From an optimization exercise on the open Yosys and OpenROAD flow, aimed at small area, a short achievable clock period and few clock cycles per item; shortcuts taken in it are not production practice. Function was checked by simulation only, so behaviour that the tests miss may differ from the original. Power figures rest on the tool's default switching activity, not on a simulated workload.

$ cat flow/run.sh
#!/bin/bash
# synth_recipe.tcl (not shown) runs the flow's synth.tcl, then flattens the netlist and writes it again
# the make line also repeats each setting of config.mk as NAME=value (left out here)
make -C /OpenROAD-flow-scripts/flow DESIGN_CONFIG=/design/flow/config.mk WORK_HOME=/design/flow/orfs CLKGATE_MAP_FILE= SYNTH_SCRIPT=/design/flow/synth_recipe.tcl finish
$ cat flow/config.mk
export PLATFORM = sky130hd
export DESIGN_NAME = checksum_engine
export DESIGN_NICKNAME = checksum_engine
export VERILOG_FILES = /design/flow/design.v
export SDC_FILE = /design/flow/constraint.sdc
export NUM_CORES = 4
export LEC_CHECK = 0
export CAP_MARGIN = 20
export CORE_MARGIN = 2
export CORE_UTILIZATION = 40
export SLEW_MARGIN = 20
$ cat flow/constraint.sdc
create_clock -name core_clock -period 35.0 [get_ports {clk}]
set_input_delay 7.0000 -clock core_clock [delete_from_list [all_inputs] [get_ports {clk}]]
set_output_delay 7.0000 -clock core_clock [all_outputs]
set_load 0.01 [all_outputs]
$ cat flow/design.v
module checksum_engine (
    input  wire        clk,
    input  wire        rst,         
    input  wire        cmd_valid,
    output wire        cmd_ready,
    input  wire [31:0] cmd_data,
    output reg         rsp_valid,
    output reg  [7:0]  rsp_data
);
    localparam KEY_MAX = 16;
    localparam N       = 49;        
    localparam [5:0] STEP = 6'd27;  
    localparam [3:0] F_NONE     = 4'd0;
    localparam [3:0] F_ILLEGAL  = 4'd1;
    localparam [3:0] F_NOKEY    = 4'd2;
    localparam [3:0] F_KEYOVF   = 4'd3;
    localparam [3:0] F_GEOMETRY = 4'd4;
    localparam [3:0] F_MODRANGE = 4'd5;
    localparam [3:0] F_RASTER   = 4'd6;
    reg [31:0] q0, q1;
    reg        v0, v1;
    reg        rdy;
    assign cmd_ready = rdy;
    wire push = cmd_valid & rdy;
    wire pop;
    always @(posedge clk) begin
        if (rst) begin
            v0  <= 1'b0;
            v1  <= 1'b0;
            rdy <= 1'b1;
        end else begin
            if (pop) begin
                if (v1) begin
                    q0 <= q1;
                    v1 <= push;
                    rdy <= !push;
                    if (push) q1 <= cmd_data;
                end else begin
                    v0 <= push;
                    rdy <= 1'b1;
                    if (push) q0 <= cmd_data;
                end
            end else if (!v0) begin
                v0 <= push;
                rdy <= 1'b1;
                if (push) q0 <= cmd_data;
            end else if (!v1) begin
                v1 <= push;
                rdy <= !push;
                if (push) q1 <= cmd_data;
            end
        end
    end
    reg [15:0] crc;
    reg [8*KEY_MAX-1:0] key;
    reg [4:0]  klen;
    reg [3:0]  ph;
    reg [7:0]  size;
    reg [15:0] scale;
    reg [15:0] border;
    reg        run;
    reg        done;                
    reg [14:0] rxd, ryd;            
    reg [16:0] cx, cy;              
    reg [3:0]  flt;
    wire [31:0] c   = q0;
    wire [7:0]  op  = c[31:24];
    wire [23:0] arg = c[23:0];
    wire is_sys_stat  = (c == 32'h01000000);
    wire is_ce_init   = (c == 32'h10000000);
    wire is_ce_data   = (op == 8'h11) && (arg[23:8] == 16'h0);
    wire is_ce_out    = (op == 8'h12) && (arg[23:1] == 23'h0);
    wire is_xs_init   = (c == 32'h20000000);
    wire is_xs_key    = (op == 8'h21) && (arg[23:8] == 16'h0);
    wire is_xs_data   = (op == 8'h22) && (arg[23:8] == 16'h0);
    wire is_br_size   = (op == 8'h30) && (arg[23:8] == 16'h0);
    wire is_br_scale  = (op == 8'h31) && (arg[23:16] == 8'h0);
    wire is_br_border = (op == 8'h32) && (arg[23:16] == 8'h0);
    wire is_br_mod    = (op == 8'h33) && (arg[23:17] == 7'h0);
    wire is_br_start  = (c == 32'h34000000);
    wire is_br_pix    = (c == 32'h35000000);
    wire legal = is_sys_stat | is_ce_init | is_ce_data | is_ce_out |
                 is_xs_init | is_xs_key | is_xs_data |
                 is_br_size | is_br_scale | is_br_border | is_br_mod |
                 is_br_start | is_br_pix;
    wire [7:0] b  = c[7:0];
    wire       v  = c[16];
    wire [7:0] my = c[15:8];
    wire [7:0] mx = c[7:0];
    wire [15:0] table_val;
    crc16_table u_table (
        .idx (crc[7:0] ^ b),
        .val (table_val)
    );
    wire [15:0] crc_next = {8'h00, crc[15:8]} ^ table_val;
    wire        scale_bad  = scale[15] | (scale == 16'h0000);
    wire        border_bad = border[15];
    wire [16:0] side = {9'b0, size} + {border[15:0], 1'b0};
    wire [16:0] xend = {9'b0, size} + {1'b0, border} - 17'd1;   
    wire [16:0] nbd  = 17'd0 - {1'b0, border};                  
    wire [14:0] scm1 = scale[14:0] - 15'd1;
    reg  [1:0]  gst;        
    reg  [15:0] gacc;
    reg  [16:0] gm;         
    reg  [14:0] gs;         
    reg         govf;
    wire        gdone    = gst[1];
    wire        geom_bad = scale_bad | border_bad | govf;
    wire [16:0] gsum     = {1'b0, gacc} + {1'b0, gm[15:0]};
    reg [N*N-1:0] ring;             
    reg [5:0]     hrow;             
    reg [5:0]     swc;              
    wire [N-1:0]  r0 = ring[N-1:0];
    reg           wbv0, wbv1;       
    reg [5:0]     wbt0, wbt1;
    reg [N-1:0]   wbs0, wbs1;
    reg           rbv0, rbv1;       
    reg [5:0]     rbt0, rbt1;
    reg [N-1:0]   rb0, rb1;
    wire [N-1:0] dec;               
    genvar gi;
    generate
        for (gi = 0; gi < N; gi = gi + 1) begin : g_dec
            assign dec[gi] = (mx[5:0] == gi);
        end
    endgenerate
    wire fl0 = wbv0 && (wbt0 == hrow);
    wire fl1 = wbv1 && (wbt1 == hrow);
    wire at_head = (my[5:0] == hrow);
    wire hit0 = wbv0 && (wbt0 == my[5:0]);
    wire hit1 = wbv1 && (wbt1 == my[5:0]);
    wire free0 = !wbv0 || fl0;
    wire free1 = !wbv1 || fl1;
    wire in_x = !cx[16] && (cx[15:0] < N);
    wire in_y = !cy[16] && (cy[15:0] < N);
    wire rb_ok = cy[0] ? (rbv1 && rbt1 == cy[5:0]) : (rbv0 && rbt0 == cy[5:0]);
    wire [N-1:0] rbsel = cy[0] ? rb1 : rb0;
    wire pix_black = in_x && in_y && rbsel[cx[5:0]];
    wire pix_bad   = !run || done;
    wire x_last    = (rxd == 15'd0) && (cx == xend);
    wire y_last    = (ryd == 15'd0) && (cy == xend);
    wire mod_bad = (mx >= size) || (my >= size) || (mx >= N) || (my >= N);
    wire key_full = (klen == KEY_MAX);
    wire key_none = (klen == 5'd0);
    reg [3:0] fault;
    always @(*) begin
        fault = F_NONE;
        if (!legal)                       fault = F_ILLEGAL;
        else if (is_xs_data && key_none)  fault = F_NOKEY;
        else if (is_xs_key  && key_full)  fault = F_KEYOVF;
        else if (is_br_start && geom_bad) fault = F_GEOMETRY;
        else if (is_br_mod && mod_bad)    fault = F_MODRANGE;
        else if (is_br_pix && pix_bad)    fault = F_RASTER;
    end
    wire live = v0 && (flt == F_NONE);
    wire mod_wait = !mod_bad && !at_head && (!v || !(hit0 || hit1 || free0 || free1));
    wire pix_wait = !pix_bad && in_y && !rb_ok;
    wire stall = live && ((is_br_start && !gdone) ||
                          (is_br_mod && mod_wait) ||
                          (is_br_pix && pix_wait));
    assign pop = v0 && !stall && !rst;
    wire exec = pop && (flt == F_NONE);
    wire ok   = exec && (fault == F_NONE);
    wire clr_now  = rst || (ok && is_br_size);
    wire sweep    = clr_now || (swc != 6'd0);
    wire dir_set  = ok && is_br_mod && v && at_head;
    wire dir_clr  = ok && is_br_mod && !v;        
    wire buf_wr   = ok && is_br_mod && v && !at_head;
    wire [N-1:0] head_new =
        (((sweep ? {N{1'b0}} : r0) |
          (clr_now ? {N{1'b0}} : ((fl0 ? wbs0 : {N{1'b0}}) | (fl1 ? wbs1 : {N{1'b0}})))) |
         (dir_set ? dec : {N{1'b0}})) & ~(dir_clr ? dec : {N{1'b0}});
    reg       rsp_v_n;
    reg [7:0] rsp_d_n;
    always @(*) begin
        rsp_v_n = 1'b0;
        rsp_d_n = {4'h0, flt};
        if (pop && is_sys_stat) begin
            rsp_v_n = 1'b1;
        end else if (ok) begin
            if (is_ce_out) begin
                rsp_v_n = 1'b1;
                rsp_d_n = c[0] ? crc[7:0] : crc[15:8];
            end else if (is_xs_key) begin
                rsp_v_n = 1'b1;
                rsp_d_n = b;
            end else if (is_xs_data) begin
                rsp_v_n = 1'b1;
                rsp_d_n = b ^ key[8*ph +: 8];
            end else if (is_br_pix) begin
                rsp_v_n = 1'b1;
                rsp_d_n = {7'h00, pix_black};
            end
        end
    end
    always @(posedge clk) begin
        rsp_data <= rsp_d_n;
        if (rst) begin
            flt       <= F_NONE;
            rsp_valid <= 1'b0;
        end else begin
            rsp_valid <= rsp_v_n;
            if (exec && fault != F_NONE)
                flt <= fault;
        end
    end
    always @(posedge clk) begin
        if (rst)
            crc <= 16'h0000;
        else if (ok && is_ce_init)
            crc <= 16'h0000;
        else if (ok && is_ce_data)
            crc <= crc_next;
    end
    always @(posedge clk) begin
        if (rst) begin
            klen <= 5'd0;
            ph   <= 4'd0;
        end else if (ok) begin
            if (is_xs_init) begin
                klen <= 5'd0;
                ph   <= 4'd0;
            end else if (is_xs_key) begin
                klen <= klen + 5'd1;
            end else if (is_xs_data) begin
                if ({1'b0, ph} + 5'd1 == klen)
                    ph <= 4'd0;
                else
                    ph <= ph + 4'd1;
            end
        end
    end
    always @(posedge clk) begin
        if (ok && is_xs_key)
            key[8*klen[3:0] +: 8] <= b;
    end
    always @(posedge clk) begin
        if (rst) begin
            size   <= 8'd0;
            scale  <= 16'd4;
            border <= 16'd2;
            run    <= 1'b0;
            done   <= 1'b0;
        end else if (ok) begin
            if (is_br_size) begin
                size <= b;
                run  <= 1'b0;
            end else if (is_br_scale) begin
                scale <= c[15:0];
                run   <= 1'b0;
            end else if (is_br_border) begin
                border <= c[15:0];
                run    <= 1'b0;
            end else if (is_br_mod) begin
                run <= 1'b0;
            end else if (is_br_start) begin
                run  <= 1'b1;
                done <= (side == 17'd0);
            end else if (is_br_pix) begin
                if (x_last && y_last)
                    done <= 1'b1;
            end
        end
    end
    always @(posedge clk) begin
        if (ok && is_br_start) begin
            rxd <= scm1;
            ryd <= scm1;
            cx  <= nbd;
            cy  <= nbd;
        end else if (ok && is_br_pix) begin
            if (rxd == 15'd0) begin
                rxd <= scm1;
                if (cx == xend) begin
                    cx <= nbd;
                    if (ryd == 15'd0) begin
                        ryd <= scm1;
                        cy  <= cy + 17'd1;
                    end else begin
                        ryd <= ryd - 15'd1;
                    end
                end else begin
                    cx <= cx + 17'd1;
                end
            end else begin
                rxd <= rxd - 15'd1;
            end
        end
    end
    always @(posedge clk) begin
        if (rst || (ok && (is_br_size || is_br_scale || is_br_border))) begin
            gst <= 2'd0;
        end else if (gst == 2'd0) begin
            gacc <= 16'd0;
            gm   <= side;
            gs   <= scale[14:0];
            govf <= 1'b0;
            gst  <= 2'd1;
        end else if (gst == 2'd1) begin
            if (gs == 15'd0) begin
                gst <= 2'd2;
            end else begin
                if (gs[0]) begin
                    gacc <= gsum[15:0];
                    if (gsum[16] || gm[16])
                        govf <= 1'b1;
                end
                gm <= {gm[16] | gm[15], gm[14:0], 1'b0};
                gs <= {1'b0, gs[14:1]};
            end
        end
    end
    always @(posedge clk) begin
        ring <= {head_new, ring[N*N-1:N]};
    end
    always @(posedge clk) begin
        if (rst) begin
            hrow <= 6'd0;
            swc  <= 6'd48;
        end else begin
            hrow <= (hrow + STEP >= N) ? hrow + STEP - N : hrow + STEP;
            if (ok && is_br_size)
                swc <= 6'd48;
            else if (swc != 6'd0)
                swc <= swc - 6'd1;
        end
    end
    always @(posedge clk) begin
        if (clr_now) begin
            wbv0 <= 1'b0;
            wbv1 <= 1'b0;
        end else begin
            if (fl0) wbv0 <= 1'b0;
            if (fl1) wbv1 <= 1'b0;
            if (buf_wr) begin
                if (hit0) begin
                    wbs0 <= wbs0 | dec;
                end else if (hit1) begin
                    wbs1 <= wbs1 | dec;
                end else if (free0) begin
                    wbv0 <= 1'b1;
                    wbt0 <= my[5:0];
                    wbs0 <= dec;
                end else begin
                    wbv1 <= 1'b1;
                    wbt1 <= my[5:0];
                    wbs1 <= dec;
                end
            end
        end
    end
    wire [5:0] cyc  = cy[16] ? 6'd0 : cy[5:0];
    wire       want = (hrow == cyc) || (hrow == cyc + 6'd1);
    always @(posedge clk) begin
        if (rst || (ok && is_br_start)) begin
            rbv0 <= 1'b0;
            rbv1 <= 1'b0;
        end else if (want) begin
            if (hrow[0]) begin
                rbv1 <= 1'b1;
                rbt1 <= hrow;
                rb1  <= head_new;
            end else begin
                rbv0 <= 1'b1;
                rbt0 <= hrow;
                rb0  <= head_new;
            end
        end
    end
endmodule
module crc16_table (
    input  wire [7:0]  idx,
    output reg  [15:0] val
);
    integer i;
    reg [15:0] r;
    always @(*) begin
        r = {8'h00, idx};
        for (i = 0; i < 8; i = i + 1)
            r = r[0] ? ((r >> 1) ^ 16'hA001) : (r >> 1);
        val = r;
    end
endmodule
==> qor.csv <==
metric,value,unit
period_needed,10.49,ns
track_usage,14.6,%
die_area,0.211,sq mm
antenna_found_initial,4,
crit_start,rst,
yosysMostFrequentCell,dfxtp_1,
routed_wl,155000,um
dp_hpwl,95600,um
ys_warn_count,2,
rsz0062_at_grt,no,
ant_nets,0,
max_slew.worst_pin.slew,1.06,ns
crit_type,in -> reg,
die_w,459,um
synth_area_leaders,"dfxtp_1 (60%), edfxtp_1 (19%), mux4_2 (1.9%)",
synth_common_cells,"dfxtp_1 (2501), edfxtp_1 (523), nor2_1 (301)",
ff2ff_setup_slack,29.32,ns
area_delta_synth_final,15.8,%
vias_per_cell,4.78,
r2r_cells,11,
finalSetupViolations,0,
post_cts_buffers,0,
multi_input_area,0.0161,sq mm
status,no timing/DRC/antenna violations,
grt-ovfl-total,0,
peakVddDrop,70.1,uV
holdBufCountCts,0,
power_density,71.2,mW/mm^2
hold_class,reg -> reg,
cts_resized,0,
fillCellCount,17800,
core_area,0.207,sq mm
cp-end-kind,flop,
synth_top_area_cell,dfxtp_1,
dr_total_vias,41200,
synth_edf_count,523,
hold_ws,0.281,ns
synth-async-reset-ratio,0,%
grt_max_degree,82,
clk_pin_slew,0.06,ns
max-cap-violations,0,
cts_sinks,3024,
initial_utilization,40.1,%
r2r_end,key[87],
yosysSeqAreaShare,79.3,%
insertion_delay,0.90,ns
num_rows,167,
r2r-start,q0[2],
arrival,10.95,ns
io_pins,45,
hold_violations,0,
synth_nets,5625,
p_leak,36.5,nW
routabilityCongestion,0.845,
drv_slew,0,
seq_area,0.0658,sq mm
drc,0,
fp.dieH,459,um
synth_cell_types,95,
synth-main-ff-cell,dfxtp_1,
grt_pass1_wl,242000,um
endpoint,key[95],
grt_pass1_vias,40800,
drt_pass1_iterations,8,
startpoint_type,input port,
fmax,95.3,MHz
cts_made_buffers,291,
drive_gt1_share,11.9,%
crit_fanout,81,
finalCritPeriodShare,30.0,%
yosys.area.top_type_share,60.4,%
slew_headroom,29.2,%
root_buffer,clkbuf_16,
skew,0.0783,ns
syn-cell-area,0.0830,sq mm
netlist_instances,5494,
synth_area_per_cell,15.1,sq um
ys_ff_latch,3024,
required,35.46,ns
tns,0,ns
final_net_count,5820,
clockBufferDepth,4,
io_buffers,44,
drt_iter0_markers,3368,
wl_per_cell,18.0,um
htree_levels,5,
cts_tree,yes,
cell type report:
cell class / instances / share of cell area [%]
multi-input combinational: 2177 / 16.8
inverter: 101 / 0.395
tap: 2704 / 3.52
antenna: 2 / 0.00521
clock buffer: 411 / 9.05
sequential: 3024 / 68.5
timing repair buffer: 94 / 0.865
clock inverter: 88 / 0.908
sequential cells by signal, indices dropped and copies added (netlist names), 17 cells and up:
register and count:
cx 17, cy 17, gm 17, key 128
q0 32, q1 32, rb0 49, rb1 49
ring 2401, wbs0 49, wbs1 49
power by group:
part / internal [mW] / total [mW] / switching (mW)
registers: 3.57 / 3.60 / 0.0357
clock network: 1.83 / 3.07 / 1.24
logic: 0.0660 / 0.157 / 0.0910
total: 5.47 / 6.83 / 1.37
critical path, cell delays in order:
cell,delay (ns)
buf_2,0.21
inv_1,0.32
nand2_1,0.17
nor4_1,0.77
nand2_1,0.20
or3_1,0.59
nor2_4,0.13
buf_4,0.54
buf_4,0.95
worst min-delay path by stage:
stage	startpoint	endpoint	slack [ns]	cells after the start
floorplan	ring[49]	ring[0]	0.31	0
global placement	ring[1292]	ring[1243]	0.31	0
detailed placement	ring[1391]	ring[1342]	0.31	0
CTS	ring[1904]	ring[1855]	0.27	0
global route	ring[267]	ring[218]	0.29	0
finish	ring[1904]	ring[1855]	0.28	0
metal layers:
metal  vias up  track usage [%]  routed length [um]
met5         -                0                   0
met4         0             5.91                5770
met3       360             2.58                8580
met2      1106             22.3               68700
met1     20200             20.6               72100
li1      19500                -                   -
logic make-up after synthesis:
kind of cell / after synthesis / share of synthesized area (%)
mux: 221 / 3.80
compound gates: 695 / 5.99
fa+ha+maj: 96 / 1.48
flops: 3024 / 79.3
xor+xnor: 224 / 2.43
simple gates: 941 / 5.55
buf+inv: 293 / 1.46
cells in the final DEF, fill, tap and decap left out, types with 24 or more instances in the layout:
cell type / n
a21o_1: 112
inv_1: 98
xnor2_1: 144
a222oi_1: 49
nand3_1: 47
mux2_2: 52
clkbuf_1: 48
a22o_1: 49
xor2_1: 76
buf_4: 49
o21ai_0: 101
clkbuf_16: 313
nor3_1: 67
nand2_1: 256
clkbuf_8: 49
mux4_2: 70
mux2i_1: 99
ha_1: 93
edfxtp_1: 523
nand2b_1: 24
a21oi_1: 190
nand4_1: 27
dfxtp_1: 2498
nor2_1: 297
clkdlybuf4s50_1: 43
a2bb2oi_1: 28
clkinv_2: 44
nor4_1: 41
stage by stage:
stage / cell area, sq um / util (%) / cells / setup slack (ns) / power (mW)
global placement: 86400 / 41.8 / 8099 / 23.88 / 3.83
global route: 96000 / 46.5 / 8600 / 24.38 / 7.07
finish: 96000 / 46.5 / 8601 / 24.51 / 6.83
CTS: 96000 / 46.5 / 8598 / 24.65 / 6.91
floorplan: 83000 / - / 5494 / 20.45 / 3.78
detailed placement: 86400 / 41.8 / 8099 / 23.77 / 3.84
Testbench counts, summed over its fixed seeds: cycles 597,629, commands 595,965.

re-timing with driven ports:
Ports are ideal in the flow. The routed layout listed here was re-timed in OpenROAD.
Step 1 (the two cells are an assumption about what drives the block):
set clk [get_ports {clk}]
set_driving_cell -lib_cell sky130_fd_sc_hd__clkbuf_16 $clk
set_driving_cell -lib_cell sky130_fd_sc_hd__buf_2 [delete_from_list [all_inputs] $clk]
Step 2 times the ports against the registers' clock, not the clock port: input delays grow and output delays shrink by t, the midpoint of the rising clock arrivals with the driver on.
Slacks: ideal ports / drivers / drivers and shift; pairs: ideal ports / drivers.
t, ns: 0.942
slack for setup (ns): 24.510 / 24.572 / 23.630
clock arrival spread, ns: 0.080 / 0.080
After both steps this run still meets setup and hold. The setup slack of this run moves by +0.062 ns with the drivers and by -0.880 ns with both steps.
